This is an optimization exercise on Yosys and OpenROAD, whose aim is a short achievable clock period and few clock cycles, not a production implementation. Only simulation tests tie the RTL to the original design; equivalence was not proved. The clock port is modelled as an ideal driver; clocking choices that lean on that would not hold on a real chip. No activity file was given, so power comes from the tool's default toggle rates.

==> inputs of 10-25 <==
==> flow/design.v <==
module reel_compositor (
    input  wire        clk,
    input  wire        rst,
    input  wire        gscr_we,
    input  wire [2:0]  gscr_addr,
    input  wire [7:0]  gscr_wdata,
    input  wire        start,
    output wire        busy,
    output reg  [13:0] vram_addr,
    input  wire [15:0] vram_rdata,
    output reg  [16:0] fgrom_addr,
    input  wire [63:0] fgrom_rdata,
    output reg  [18:0] reelrom_addr,
    input  wire [63:0] reelrom_rdata,
    output reg         pix_we,
    output reg  [17:0] pix_addr,
    output reg  [7:0]  pix_data
);
    reg [7:0] gscr [0:7];
    always @(posedge clk) begin
        if (gscr_we)
            gscr[gscr_addr] <= gscr_wdata;
    end
    wire [15:0] global_x       = {gscr[1], gscr[0]};
    wire [15:0] global_y       = {gscr[3], gscr[2]};
    wire [15:0] global_x_reels = {gscr[5], gscr[4]};
    wire [15:0] global_y_reels = {gscr[7], gscr[6]};
    function [63:0] rev8;
        input [63:0] v;
        integer k;
        begin
            for (k = 0; k < 8; k = k + 1)
                rev8[8*k +: 8] = v[8*(7-k) +: 8];
        end
    endfunction
    reg busy_r;
    reg go;             
    reg lastB;          
    assign busy = busy_r;
    always @(posedge clk) begin
        if (rst) begin
            busy_r <= 1'b0;
            go     <= 1'b0;
        end else begin
            go <= start && !busy_r;
            if (start && !busy_r)
                busy_r <= 1'b1;
            else if (pix_we && lastB)
                busy_r <= 1'b0;
        end
    end
    reg [15:0] vq;
    always @(posedge clk)
        vq <= vram_rdata;
    reg [7:0] ph;           
    reg [5:0] grp;
    reg       g60, g61, g62, g63;    
    reg       fvalid;       
    reg [8:0] lineR;        
    reg [1:0] mR;           
    reg [5:0] fr;           
    reg [2:0] fpy;          
    reg [2:0] hR, hF;       
    reg [5:0] c0, c1;       
    reg [6:0] fc0, fc1;     
    reg [8:0] lineN;
    reg [8:0] fyN;
    reg [8:0] yN;
    reg [1:0] aN, mN;
    reg [5:0] hlo;          
    reg [3:0] hhi;
    reg [8:0] HN;
    reg [5:0] flo;          
    reg [4:0] fhi;
    reg [9:0] fhN;
    reg [5:0] c1N;
    reg [6:0] fc1N;
    reg [8:0] gxr8;
    reg [5:0] s0lo, s1lo;   
    reg [3:0] s0hi, s1hi;   
    reg [16:0] fa0, fa1;
    reg       nzF0, nzF1, flipF0, flipF1;
    reg       prR0, prR1, flipR0, flipR1;
    wire [7:0] sel_byte = lineN[0] ? vq[15:8] : vq[7:0];
    wire       line_end = ph[7] && g63;
    wire [3:0] r0 = lineR[8:5] + s0hi + {3'd0, s0lo[5]};
    wire [3:0] r1 = lineR[8:5] + s1hi + {3'd0, s1lo[5]};
    always @(posedge clk) begin
        if (go) begin
            ph     <= 8'b0100_0000;
            grp    <= 6'd60;
            g60    <= 1'b1;
            g61    <= 1'b0;
            g62    <= 1'b0;
            g63    <= 1'b0;
            fvalid <= 1'b0;
            lineN  <= global_y_reels[8:0] + 9'd8;
            fyN    <= global_y[8:0];
            yN     <= 9'd0;
            gxr8   <= global_x_reels[8:0] + 9'd8;
        end else begin
            ph <= {ph[6:0], ph[7]};
            if (ph[7]) begin
                grp <= grp + 6'd1;
                g60 <= (grp == 6'd59);
                g61 <= (grp == 6'd60);
                g62 <= (grp == 6'd61);
                g63 <= (grp == 6'd62);
            end
            if (line_end) begin
                fvalid <= (yN != 9'd288);
                lineR  <= lineN;
                mR     <= mN;
                fr     <= fyN[8:3];
                fpy    <= fyN[2:0];
                hR     <= HN[2:0];
                hF     <= fhN[2:0];
                c0     <= HN[8:3];
                c1     <= c1N;
                fc0    <= fhN[9:3];
                fc1    <= fc1N;
                lineN  <= lineN + 9'd1;
                fyN    <= fyN + 9'd1;
                yN     <= yN + 9'd1;
            end else if (ph[7]) begin
                c0  <= c0 + 6'd1;
                c1  <= c1 + 6'd1;
                fc0 <= fc0 + 7'd1;
                fc1 <= fc1 + 7'd1;
            end
        end
        vram_addr <= ({14{ph[0]}} & {6'h30, mR, c0})
                   | ({14{ph[1]}} & {6'h30, mR, c1})
                   | ({14{ph[2]}} & {1'b0, fr, fc0})
                   | ({14{ph[3]}} & {1'b0, fr, fc1})
                   | ({14{ph[4]}} & {2'b10, mR, r0, c0})
                   | ({14{ph[5]}} & {2'b10, mR, r1, c1})
                   | ({14{ph[6]}} & (g61 ? {6'h32, aN, yN[8:3]}
                                         : {6'h33, lineN[8:1]}))
                   | ({14{ph[7]}} & {8'hC4, fyN[8:3]});
        if (ph[3]) begin
            s0lo <= {1'b0, lineR[4:0]} + {1'b0, vq[4:0]};
            s0hi <= vq[8:5];
        end
        if (ph[4]) begin
            s1lo <= {1'b0, lineR[4:0]} + {1'b0, vq[4:0]};
            s1hi <= vq[8:5];
        end
        if (ph[5]) begin
            fa0    <= {vq[13:0], fpy ^ {3{vq[14]}}};
            nzF0   <= |vq[13:0];
            flipF0 <= vq[15];
        end
        if (ph[6]) begin
            fa1    <= {vq[13:0], fpy ^ {3{vq[14]}}};
            nzF1   <= |vq[13:0];
            flipF1 <= vq[15];
        end
        reelrom_addr <= {vq[13:0], ph[7] ? s0lo[4:0] : s1lo[4:0]};
        fgrom_addr   <= ph[7] ? fa0 : fa1;
        if (ph[7]) begin
            prR0   <= vq[14];
            flipR0 <= vq[15];
        end
        if (ph[0]) begin
            prR1   <= vq[14];
            flipR1 <= vq[15];
        end
        if (ph[1] && g61) begin
            aN <= sel_byte[1:0];
            mN <= (sel_byte[1:0] > sel_byte[3:2]) ? sel_byte[1:0] : sel_byte[3:2];
        end
        if (ph[2] && g61) begin
            flo <= {1'b0, global_x[4:0]} + {1'b0, vq[4:0]};
            fhi <= vq[9:5];
        end
        if (ph[3] && g61)
            fhN <= {global_x[9:5] + fhi + {4'd0, flo[5]}, flo[4:0]};
        if (ph[1] && g62) begin
            hlo <= {1'b0, gxr8[4:0]} + {1'b0, vq[4:0]};
            hhi <= vq[8:5];
        end
        if (ph[2] && g62)
            HN <= {gxr8[8:5] + hhi + {3'd0, hlo[5]}, hlo[4:0]};
        if (ph[0] && g63) begin
            c1N  <= HN[8:3] + {5'd0, |HN[2:0]};
            fc1N <= fhN[9:3] + {6'd0, |fhN[2:0]};
        end
    end
    reg [63:0] loR, hiR, loF, hiF;
    reg [7:0]  lo7R, lo7F;
    reg [3:0]  kR, kF;           
    reg        last_i;           
    reg        t1_v;
    reg [2:0]  t1_hR, t1_hF;
    reg        o_v;
    reg        o_pr0, o_pr1, o_nz0, o_nz1;
    reg        vA;
    reg [7:0]  rpenA, fpenA;
    reg        prA, nzA;
    reg [17:0] cnt;              
    wire [7:0] lo7R_now = last_i ? lo7R : loR[63:56];
    wire [7:0] lo7F_now = last_i ? lo7F : loF[63:56];
    wire [127:0] rowsR = {hiR, lo7R_now, loR[55:0]};
    wire [127:0] rowsF = {hiF, lo7F_now, loF[55:0]};
    always @(posedge clk) begin
        if (ph[1]) begin
            loR  <= flipR0 ? rev8(reelrom_rdata) : reelrom_rdata;
            loF  <= flipF0 ? rev8(fgrom_rdata) : fgrom_rdata;
            lo7R <= loR[63:56];
            lo7F <= loF[63:56];
        end
        if (ph[2]) begin
            hiR   <= flipR1 ? rev8(reelrom_rdata) : reelrom_rdata;
            hiF   <= flipF1 ? rev8(fgrom_rdata) : fgrom_rdata;
            o_pr0 <= prR0;
            o_pr1 <= prR1;
            o_nz0 <= nzF0;
            o_nz1 <= nzF1;
            t1_v  <= fvalid;
            t1_hR <= hR;
            t1_hF <= hF;
            o_v   <= t1_v;
            kR    <= {1'b0, t1_hR};
            kF    <= {1'b0, t1_hF};
        end else begin
            kR <= kR + 4'd1;
            kF <= kF + 4'd1;
        end
        last_i <= ph[1];
        rpenA <= rowsR[8*kR +: 8];
        fpenA <= rowsF[8*kF +: 8];
        prA   <= kR[3] ? o_pr1 : o_pr0;
        nzA   <= kF[3] ? o_nz1 : o_nz0;
        vA    <= o_v;
        pix_data <= (prA || !(nzA && (fpenA != 8'd0))) ? rpenA : fpenA;
        pix_addr <= cnt;
        lastB    <= (cnt == {9'd287, 9'd511});
        if (go)
            cnt <= 18'd0;
        else if (vA)
            cnt <= cnt + 18'd1;
        if (go) begin
            t1_v <= 1'b0;
            o_v  <= 1'b0;
            vA   <= 1'b0;
        end
    end
    always @(posedge clk) begin
        if (rst)
            pix_we <= 1'b0;
        else
            pix_we <= vA && busy_r && !go;
    end
endmodule
==> flow/flow/run.sh <==
#!/bin/bash
set -euo pipefail
export CTS_ARGS="-sink_clustering_enable -repair_clock_nets -sink_clustering_size 22 -sink_clustering_max_diameter 100"
export POST_CTS_TCL="$PWD/flow/post_cts.tcl"
bash standard.sh > standard_flow.log 2>&1
==> flow/flow/post_cts.tcl <==
set block [ord::get_db_block]
set root [$block findInst clkbuf_0_clk]
if {$root != "NULL"} {
  set in_net [[$root findITerm A] getNet]
  set out_net [[$root findITerm X] getNet]
  set sinks {}
  foreach it [$out_net getITerms] {
    if {[$it getInst] != $root} { lappend sinks $it }
  }
  puts "post_cts: root buffer feeds [llength $sinks] pins"
  if {[llength $sinks] <= 4} {
    foreach it $sinks { $it disconnect }
    [$root findITerm A] disconnect
    [$root findITerm X] disconnect
    odb::dbInst_destroy $root
    odb::dbNet_destroy $out_net
    foreach it $sinks { $it connect $in_net }
    puts "post_cts: removed root buffer"
    estimate_parasitics -placement
    report_clock_latency
    repair_timing_helper
    detailed_placement
    check_placement -verbose
  }
}
==> flow/standard.sh <==
#!/bin/bash
# synth_recipe.tcl (not shown) runs the flow's synth.tcl, then flattens the netlist and writes it again
# the make line also repeats each setting of config.mk as NAME=value (left out here)
make -C /OpenROAD-flow-scripts/flow DESIGN_CONFIG=/design/flow/config.mk WORK_HOME=/design/flow/orfs CLKGATE_MAP_FILE= SYNTH_SCRIPT=/design/flow/synth_recipe.tcl "${@:-finish}"
==> flow/config.mk <==
export PLATFORM = sky130hd
export DESIGN_NAME = reel_compositor
export DESIGN_NICKNAME = reel_compositor
export VERILOG_FILES = /design/flow/design.v
export SDC_FILE = /design/flow/constraint.sdc
export NUM_CORES = 4
export LEC_CHECK = 0
export ABC_CLOCK_PERIOD_IN_PS = 2000
export CAP_MARGIN = 20
export CORE_MARGIN = 2
export CORE_UTILIZATION = 60
export PLACE_DENSITY = 0.7
export SETUP_SLACK_MARGIN = 4.5
export SLEW_MARGIN = 20
export TNS_END_PERCENT = 100
==> flow/constraint.sdc <==
create_clock -name core_clock -period 6.5 [get_ports {clk}]
set_input_delay 1.3000 -clock core_clock [delete_from_list [all_inputs] [get_ports {clk}]]
set_output_delay 1.3000 -clock core_clock [all_outputs]
set_load 0.01 [all_outputs]
==> inputs of 03-20, as changes to 10-25 <==
--- a/flow/design.v
+++ b/flow/design.v
@@ -57,4 +57,5 @@
     reg       g60, g61, g62, g63;    
     reg       fvalid;       
+    reg [8:0] yf;           
     reg [8:0] lineR;        
     reg [1:0] mR;           
@@ -110,4 +111,5 @@
             if (line_end) begin
                 fvalid <= (yN != 9'd288);
+                yf     <= yN;
                 lineR  <= lineN;
                 mR     <= mN;
@@ -188,57 +190,60 @@
         end
     end
-    reg [63:0] loR, hiR, loF, hiF;
-    reg [7:0]  lo7R, lo7F;
-    reg [3:0]  kR, kF;           
-    reg        last_i;           
-    reg        t1_v;
+    reg [63:0]  capR, capF;
+    reg [119:0] srR, srF;        
+    reg [14:0]  prS, nzS;        
+    reg        t1_v, t1_last;
+    reg [8:0]  t1_y;
+    reg [5:0]  t1_g;
     reg [2:0]  t1_hR, t1_hF;
-    reg        o_v;
-    reg        o_pr0, o_pr1, o_nz0, o_nz1;
-    reg        vA;
+    reg        o_v, o_last;
+    reg [8:0]  o_y;
+    reg [5:0]  o_g;
+    reg [2:0]  o_hR, o_hF;
+    reg [2:0]  pix_i;            
+    reg        vA, lastA;
+    reg [8:0]  yA, xA;
     reg [7:0]  rpenA, fpenA;
     reg        prA, nzA;
-    reg [17:0] cnt;              
-    wire [7:0] lo7R_now = last_i ? lo7R : loR[63:56];
-    wire [7:0] lo7F_now = last_i ? lo7F : loF[63:56];
-    wire [127:0] rowsR = {hiR, lo7R_now, loR[55:0]};
-    wire [127:0] rowsF = {hiF, lo7F_now, loF[55:0]};
     always @(posedge clk) begin
         if (ph[1]) begin
-            loR  <= flipR0 ? rev8(reelrom_rdata) : reelrom_rdata;
-            loF  <= flipF0 ? rev8(fgrom_rdata) : fgrom_rdata;
-            lo7R <= loR[63:56];
-            lo7F <= loF[63:56];
+            capR <= flipR0 ? rev8(reelrom_rdata) : reelrom_rdata;
+            capF <= flipF0 ? rev8(fgrom_rdata) : fgrom_rdata;
         end
         if (ph[2]) begin
-            hiR   <= flipR1 ? rev8(reelrom_rdata) : reelrom_rdata;
-            hiF   <= flipF1 ? rev8(fgrom_rdata) : fgrom_rdata;
-            o_pr0 <= prR0;
-            o_pr1 <= prR1;
-            o_nz0 <= nzF0;
-            o_nz1 <= nzF1;
-            t1_v  <= fvalid;
-            t1_hR <= hR;
-            t1_hF <= hF;
-            o_v   <= t1_v;
-            kR    <= {1'b0, t1_hR};
-            kF    <= {1'b0, t1_hF};
+            srR <= {(flipR1 ? rev8(reelrom_rdata) : reelrom_rdata), capR};
+            srF <= {(flipF1 ? rev8(fgrom_rdata) : fgrom_rdata), capF};
+            prS <= {{7{prR1}}, {8{prR0}}};
+            nzS <= {{7{nzF1}}, {8{nzF0}}};
+            t1_v    <= fvalid;
+            t1_last <= (yf == 9'd287) && g63;
+            t1_y    <= yf;
+            t1_g    <= grp;
+            t1_hR   <= hR;
+            t1_hF   <= hF;
+            o_v     <= t1_v;
+            o_last  <= t1_last;
+            o_y     <= t1_y;
+            o_g     <= t1_g;
+            o_hR    <= t1_hR;
+            o_hF    <= t1_hF;
         end else begin
-            kR <= kR + 4'd1;
-            kF <= kF + 4'd1;
-        end
-        last_i <= ph[1];
-        rpenA <= rowsR[8*kR +: 8];
-        fpenA <= rowsF[8*kF +: 8];
-        prA   <= kR[3] ? o_pr1 : o_pr0;
-        nzA   <= kF[3] ? o_nz1 : o_nz0;
+            srR <= {8'd0, srR[119:8]};
+            srF <= {8'd0, srF[119:8]};
+            prS <= {1'b0, prS[14:1]};
+            nzS <= {1'b0, nzS[14:1]};
+        end
+        pix_i <= go ? 3'd3 : pix_i + 3'd1;
+        rpenA <= srR[8*o_hR +: 8];
+        fpenA <= srF[8*o_hF +: 8];
+        prA   <= prS[o_hR];
+        nzA   <= nzS[o_hF];
         vA    <= o_v;
+        lastA <= o_last && (pix_i == 3'd7);
+        yA    <= o_y;
+        xA    <= {o_g, pix_i};
+        pix_addr <= {yA, xA};
         pix_data <= (prA || !(nzA && (fpenA != 8'd0))) ? rpenA : fpenA;
-        pix_addr <= cnt;
-        lastB    <= (cnt == {9'd287, 9'd511});
-        if (go)
-            cnt <= 18'd0;
-        else if (vA)
-            cnt <= cnt + 18'd1;
+        lastB    <= lastA;
         if (go) begin
             t1_v <= 1'b0;
==> flow/flow/run.sh (replaced) <==
#!/bin/bash
set -euo pipefail
export CTS_ARGS="-sink_clustering_enable -repair_clock_nets -sink_clustering_size 25 -sink_clustering_max_diameter 100"
export POST_CTS_TCL="$PWD/flow/post_cts.tcl"
bash standard.sh > standard_flow.log 2>&1
==> summary.md <==
| Metric | Value |
|---|---|
| Status | `complete, no violations` |
| Placement Setup Slack | `between 3 and 4 ns` |
| Main synth FF type | `edfxtp_1` |
| Sequential share of power | `0.565` |
| Non-CTS buffers | `about 260` |
| Compound-Gate Fraction of Synth Area | `0.03998` |
| RD Place Congestion | `approximately 0.84` |
| Setup slack, reg-to-reg | `between 4 and 5 ns` |
| Worst VDD drop | `about 310 uV` |
| Tap cells | `615` |
The numbers above come from 10-25.

==> summary.md <==
| Metric | Value |
|---|---|
| Setup slack, reg-to-reg | `about 4.6 ns` |
| Final Worst Setup Slack | `~4.3 ns` |
| Tap cells | `between 600 and 700` |
| YS warnings | `1` |
| Worst VDD drop | `255.9 uV` |
| Most frequent cell after synthesis | `dfxtp_1` |
| Detailed Routing Iterations Pass 1 | `7` |
| Sequential share of power | `0.611` |
| Status | `complete, no violations` |
| Final period util | `0.3334` |
| Compound-Gate Fraction of Synth Area | `0.04074` |
| RD Place Congestion | `approximately 0.81` |
| CTS tree | `built` |
| Relative slew slack | `0.3211` |
| Combinational share of power | `0.137` |
| Main synth FF type | `dfxtp_1` |
| Non-CTS buffers | `about 270` |
| Tot GR Track Use | `0.2270` |
| Placement Setup Slack | `approximately 3.6 ns` |
The numbers above come from 03-20.

Testbench counts of 10-25, summed over its fixed seeds: cycles 589,988.
Testbench counts of 03-20, summed over its fixed seeds: cycles 589,988.

## separate check: timing with driven ports
Ports are ideal in the flow. The routed layouts listed here were re-timed in OpenROAD.
Step 1: set_driving_cell puts a clkbuf_16 on clk and a buf_2 on each other input, an assumption about the parent block.
Step 2 times the ports against the registers' clock, not the clock port: input delays grow and output delays shrink by t, the midpoint of the rising clock arrivals with the driver on.
Slacks: ideal / step 1 / step 2; pairs: ideal / step 1.
run | shift t [ns] | setup slack, ns | worst register clock-pin slew, ns
10-25 | 0.497 | 4.343 / 4.222 / 4.105 | 0.09 / 0.09
03-20 | 0.520 | 4.333 / 4.211 / 4.070 | 0.10 / 0.10
After both steps setup and hold are still met in every run listed. For 03-20, which loses most, drivers alone change the setup slack by -0.122 ns; drivers and shift together by -0.263 ns.
